Context: an optimization exercise on an open-source flow, tuned for small area. The choices shown serve that exercise and are no tape-out recipe. RTL that was checked went through simulation tests only; none was proved equivalent to the original. Power is estimated from default activity; no workload was simulated.

Setup of the baseline:
## scsi_spc
module scsi_spc (
    input  wire        clk,
    input  wire        rst,           
    input  wire        host_cs,
    input  wire        host_we,       
    input  wire [3:0]  host_addr,     
    input  wire [7:0]  host_wdata,
    output reg  [7:0]  host_rdata,    
    output wire        irq,
    output wire        drq,
    input  wire [8:0]  scsi_ctl_i,
    input  wire [7:0]  scsi_dat_i,
    output wire [8:0]  scsi_ctl_o,
    output wire [7:0]  scsi_dat_o
);
Size: ~1800 cells after synthesis, roughly 60 I/O pins, ~13000 um2 of cells after synthesis.
Settings: LEC_CHECK=0, ABC_AREA=1, CAP_MARGIN=20, CORE_MARGIN=2, CORE_UTILIZATION=40, CTS_BUF_LIST=sky130_fd_sc_hd__clkbuf_8, CTS_CLUSTER_DIAMETER=80, CTS_CLUSTER_SIZE=18, PLACE_DENSITY=0.6, SLEW_MARGIN=20; clock period 10.0 ns.
run.sh (not shown) runs the stock make flow with config.mk's settings and CLKGATE_MAP_FILE= SYNTH_SCRIPT=/design/flow/synth_recipe.tcl, a recipe that flattens the netlist after the stock synthesis.
[inputs] the candidate vs the baseline
==> flow/flow/run.sh (new file) <==
#!/bin/bash
# Layout flow: the standard ORFS flow (standard.sh), with
#  - an area-oriented ABC mapping script (flow/abc_area.script, used with ABC_AREA 1),
#  - the smallest buffer cell for the port buffers,
#  - clock tree synthesis without dummy loads, on small clock buffers.
# Registers and their names come from the standard synthesis unchanged: only the
# combinational mapping script differs.
set -euo pipefail
W=$PWD
rm -rf "$W/scripts_x"
cp -r "$FLOW_HOME/scripts" "$W/scripts_x"
cp "$W/flow/abc_area.script" "$W/scripts_x/abc_area.script"
export SCRIPTS_DIR="$W/scripts_x"
export BUFFER_PORTS_ARGS="-buffer_cell sky130_fd_sc_hd__buf_1"
export CTS_ARGS="-sink_clustering_enable -repair_clock_nets -dont_use_dummy_load -buf_list {sky130_fd_sc_hd__clkbuf_8} -sink_clustering_size 14 -sink_clustering_max_diameter 60"
bash standard.sh > "$W/orfs_flow.log" 2>&1
==> flow/flow/abc_area.script (new file) <==
strash
&get -n
&deepsyn -T 30
&put
dch
amap
strash
dch
amap
topo
stime -c
==> flow/standard.sh (new file) <==
#!/bin/bash
# synth_recipe.tcl (not shown) runs the flow's synth.tcl, then flattens the netlist and writes it again
# the make line also repeats each setting of config.mk as NAME=value (left out here)
make -C /OpenROAD-flow-scripts/flow DESIGN_CONFIG=/design/flow/config.mk WORK_HOME=/design/flow/orfs CLKGATE_MAP_FILE= SYNTH_SCRIPT=/design/flow/synth_recipe.tcl "${@:-finish}"
diff --git a/flow/config.mk b/flow/config.mk
--- a/flow/config.mk
+++ b/flow/config.mk
@@ -11,5 +11,2 @@
 export CORE_UTILIZATION = 40
-export CTS_BUF_LIST = sky130_fd_sc_hd__clkbuf_8
-export CTS_CLUSTER_DIAMETER = 80
-export CTS_CLUSTER_SIZE = 18
 export PLACE_DENSITY = 0.6
removed: flow/run.sh
==> summary.txt <==
Per the comparison of the candidate with the baseline, number of buffers inserted during clock tree synthesis grew by 5, final-layout clock-cell area share stayed essentially flat, final routed wirelength across all metal layers now sits lower.
The non-clock buffer count of the candidate falls short of that of the baseline by 8.
Of the candidate and the baseline, the higher number of buffer and inverter stages on the critical path belongs to the candidate.
NOTE number of tapcells the baseline->the candidate decreased by more than 10%
The candidate against the baseline; cell count after synthesis is down by more than a quarter.
Sort the candidate and the baseline by total power asc -> top: the candidate
The final reports for the candidate and the baseline show worst setup slack lower in the former.
The candidate: via count of the routed design is 2330 lower than what the baseline reported.
Function was not checked in any run of this note: the RTL went through the layout flow alone.

Another version of the RTL of scsi_spc (not shown whole).
For scale: about 1800 cells after synthesis, roughly 220 flip-flops, roughly 60 I/O pins.
export LEC_CHECK = 0
export CAP_MARGIN = 20
export CORE_MARGIN = 2
export CORE_UTILIZATION = 40
export CTS_BUF_LIST = sky130_fd_sc_hd__clkbuf_4
export PLACE_DENSITY = 0.6
export SLEW_MARGIN = 20
create_clock -name core_clock -period 10.0 [get_ports {clk}]
Stock flow here: none of the scripts above is used.
Rerun with:
CTS_BUF_LIST = default   (was sky130_fd_sc_hd__clkbuf_4)
Outcome: The new run passed the timing, design-rule and antenna checks; via count fell slightly; design area increases slightly; area after synthesis stays the same; clock skew falls by 0.035 ns; wire length goes down slightly.
Rerun with:
CTS_BUF_LIST = sky130_fd_sc_hd__clkbuf_8   (was default)
CTS_CLUSTER_SIZE = 30   (was default)
- clock power rises by a few percent
- routed wire length rises slightly
- power rises slightly
- core utilization rises by 0.26 points
- die area is unchanged
- hold slack is about the same
- synthesized area does not change

== run 1 ==
Another version of the RTL of scsi_spc (not shown whole).
For scale: ~1200 cells after synthesis, about 200 flip-flops, ~60 I/O pins, about 0.010 mm^2 of cells after synthesis.
Settings: LEC_CHECK=0, ABC_AREA=1, CAP_MARGIN=20, CORE_MARGIN=2, CORE_UTILIZATION=60, PLACE_DENSITY=0.75, SLEW_MARGIN=20; clock period 10.0 ns.
standard.sh (not shown) runs the stock make flow with config.mk's settings and CLKGATE_MAP_FILE= SYNTH_SCRIPT=/design/flow/synth_recipe.tcl, a recipe that flattens the netlist after the stock synthesis.
==> flow/flow/run.sh <==
#!/bin/bash
# Layout flow: the standard ORFS flow (standard.sh), with
#  - an area-oriented ABC mapping script (flow/abc_area.script, used with ABC_AREA 1),
#  - the smallest buffer cell for the port buffers,
#  - clock tree synthesis without dummy loads, on small clock buffers.
# Registers and their names come from the standard synthesis unchanged: only the
# combinational mapping script differs.
set -euo pipefail
W=$PWD
rm -rf "$W/scripts_x"
cp -r "$FLOW_HOME/scripts" "$W/scripts_x"
cp "$W/flow/abc_area.script" "$W/scripts_x/abc_area.script"
export SCRIPTS_DIR="$W/scripts_x"
export BUFFER_PORTS_ARGS="-buffer_cell sky130_fd_sc_hd__buf_1"
export CTS_ARGS="-sink_clustering_enable -repair_clock_nets -dont_use_dummy_load -buf_list {sky130_fd_sc_hd__clkbuf_4} -sink_clustering_size 9 -sink_clustering_max_diameter 50"
bash standard.sh > "$W/orfs_flow.log" 2>&1
==> flow/flow/abc_area.script <==
strash
&get -n
&deepsyn -T 30
&put
dch
amap
strash
dch
amap
topo
stime -c
Run 1: no failed stages, no open violations at the end
For run 2, these inputs were changed with respect to run 1:
- CORE_UTILIZATION now 85, was 60
- PLACE_DENSITY now 0.93, was 0.75
Notes after the runs:
- Adder and majority cell fraction of the synthesized area across run 2 and run 1: no real change.
- Comparing run 2 against run 1, there is no change at all in synthesized cell area.
- Reported for run 2 and run 1, complex-gate fraction of the synthesized area turned out identical to the last digit.
- Between run 2 and run 1, width of the die is lower for run 2, run 1 comes in above that.
- Run 1: all stages complete, timing, DRC and antenna checks passed
- For run 2, the flow was terminated by a tool error in global placement without I/O and produced no final design.
Relative to run 2, the following input files were edited for run 3:
- CORE_UTILIZATION: 85 -> 75
- PLACE_DENSITY: 0.93 -> 0.88
## What came out
The final layout from run 3, which completed every stage, passed the timing, design-rule and antenna checks at the end of the flow. Compared run 3 against run 2; post-synthesis area per instance within noise. Looking at run 3 and run 2, the sequential fraction of the synthesis area is a wash. Diff run 2..run 3 | synthesized area | negligible. Number of rows in the core area (run 3 over run 2): increase, 7.7%. Sort run 3 and run 2 by width of the chip asc -> top: run 2.
[inputs] run 4 vs run 3
- changing PLACE_DENSITY from 0.88 to 0.6
- changing CORE_UTILIZATION from 75 to 40
--- a/flow/flow/run.sh
+++ b/flow/flow/run.sh
@@ -14,3 +14,3 @@
 export BUFFER_PORTS_ARGS="-buffer_cell sky130_fd_sc_hd__buf_1"
-export CTS_ARGS="-sink_clustering_enable -repair_clock_nets -dont_use_dummy_load -buf_list {sky130_fd_sc_hd__clkbuf_4} -sink_clustering_size 9 -sink_clustering_max_diameter 50"
+export CTS_ARGS="-sink_clustering_enable -repair_clock_nets -dont_use_dummy_load -buf_list {sky130_fd_sc_hd__clkbuf_4} -sink_clustering_size 8 -sink_clustering_max_diameter 50"
 bash standard.sh > "$W/orfs_flow.log" 2>&1
==> comparison <==
Re port buffer count: no difference whatsoever between run 4 and run 3.
From run 3 to run 4 the numbers moved as follows: worst setup margin went up 0.028 ns, detailed-routed wire length on met2 has increased, count of buffering cells on the critical path with inverters included decreased by 1 relative to the old numbers, met2 layer usage reported by global route fell by 34 points.
Diff run 3 -> run 4 | wire length of the first global-routing pass | increase of about 3%
Number of vias after detailed routing came out lower on run 4 than on run 3.
Wire length up about 1.9% in run 4 wrt run 3
diff inputs: run 4 => run 5
- changing PLACE_DENSITY from 0.6 to 0.88
- changing CORE_UTILIZATION from 40 to 75
--- a/flow/flow/run.sh
+++ b/flow/flow/run.sh
@@ -14,3 +14,3 @@
 export BUFFER_PORTS_ARGS="-buffer_cell sky130_fd_sc_hd__buf_1"
-export CTS_ARGS="-sink_clustering_enable -repair_clock_nets -dont_use_dummy_load -buf_list {sky130_fd_sc_hd__clkbuf_4} -sink_clustering_size 8 -sink_clustering_max_diameter 50"
+export CTS_ARGS="-sink_clustering_enable -repair_clock_nets -dont_use_dummy_load -buf_list {sky130_fd_sc_hd__clkbuf_4} -sink_clustering_size 12 -sink_clustering_max_diameter 30"
 bash standard.sh > "$W/orfs_flow.log" 2>&1
Diff run 4 -> run 5 | detailed-router iteration count before antenna repair | decrease of 6
Against run 4 as the reference, run 5 delivers a higher via total after detailed routing.
When the final numbers for run 4 and run 5 were put side by side, the cell count turned out to be greater in run 4.
Total power: run 5 above run 4
Taking run 4 as the reference, in run 5 sequential power went up about 0.5%; share of the cycle needed by the critical path after routing went up 1.2 points; layout overhead on the synthesized area went down 1.9 points; part of the power in combinational logic went up 0.7 points.
For run 6, these inputs were changed with respect to run 5:
- a change of PLACE_DENSITY from 0.88 to 0.75
- a change of CORE_UTILIZATION from 75 to 60
--- a/flow/flow/run.sh
+++ b/flow/flow/run.sh
@@ -14,3 +14,3 @@
 export BUFFER_PORTS_ARGS="-buffer_cell sky130_fd_sc_hd__buf_1"
-export CTS_ARGS="-sink_clustering_enable -repair_clock_nets -dont_use_dummy_load -buf_list {sky130_fd_sc_hd__clkbuf_4} -sink_clustering_size 12 -sink_clustering_max_diameter 30"
+export CTS_ARGS="-sink_clustering_enable -repair_clock_nets -dont_use_dummy_load -buf_list {sky130_fd_sc_hd__clkbuf_4} -sink_clustering_size 10 -sink_clustering_max_diameter 40"
 bash standard.sh > "$W/orfs_flow.log" 2>&1
==> comparison <==
On average routed wire per standard cell: between run 5 and run 6, it ends up higher for run 5. Per the comparison of run 6 with run 5, area used by multi-input combinational logic closely matched the old numbers, non-clock buffer count moved down, total power after layout moved down, time the final worst path needs with I/O delays and setup went down.

afterwards: timing with drivers on the ports:
In the flow no input, the clock included, has a driving cell. The finished layouts below were timed again as built, in two steps.
Step 1 assumes that a clkbuf_16 drives the clock port and a buf_2 every other input.
Step 2 also shifts input and output timing later by t, the mid clock arrival at the registers, as if the neighbouring blocks saw the same clock.
a / b / c = ideal ports / drivers / drivers and shift; a / b = the first two.
run	shift t [ns]	setup WS [ns]	worst hold slack (ns)	worst register clock-pin slew, ns
the baseline	0.577	2.449 / 2.425 / 2.425	0.410 / 0.410 / 0.410	0.12 / 0.12
the candidate	0.580	2.268 / 2.245 / 2.245	0.395 / 0.395 / 0.395	0.10 / 0.10
the first run of note 2	0.794	2.639 / 2.613 / 2.613	0.461 / 0.461 / 0.461	0.07 / 0.07
the second run of note 2	0.609	2.689 / 2.663 / 2.663	0.458 / 0.458 / 0.458	0.07 / 0.07
the third run of note 2	0.663	2.691 / 2.666 / 2.666	0.460 / 0.460 / 0.460	0.07 / 0.07
run 1	0.716	1.442 / 1.409 / 1.409	0.434 / 0.434 / 0.434	0.10 / 0.10
run 3	0.708	1.371 / 1.350 / 1.350	0.462 / 0.462 / 0.462	0.11 / 0.11
run 4	0.655	1.399 / 1.377 / 1.377	0.426 / 0.426 / 0.426	0.10 / 0.10
run 5	0.671	1.281 / 1.260 / 1.260	0.451 / 0.451 / 0.451	0.11 / 0.11
run 6	0.730	1.539 / 1.506 / 1.506	0.434 / 0.434 / 0.434	0.12 / 0.12
After both steps every run listed still meets setup and hold.
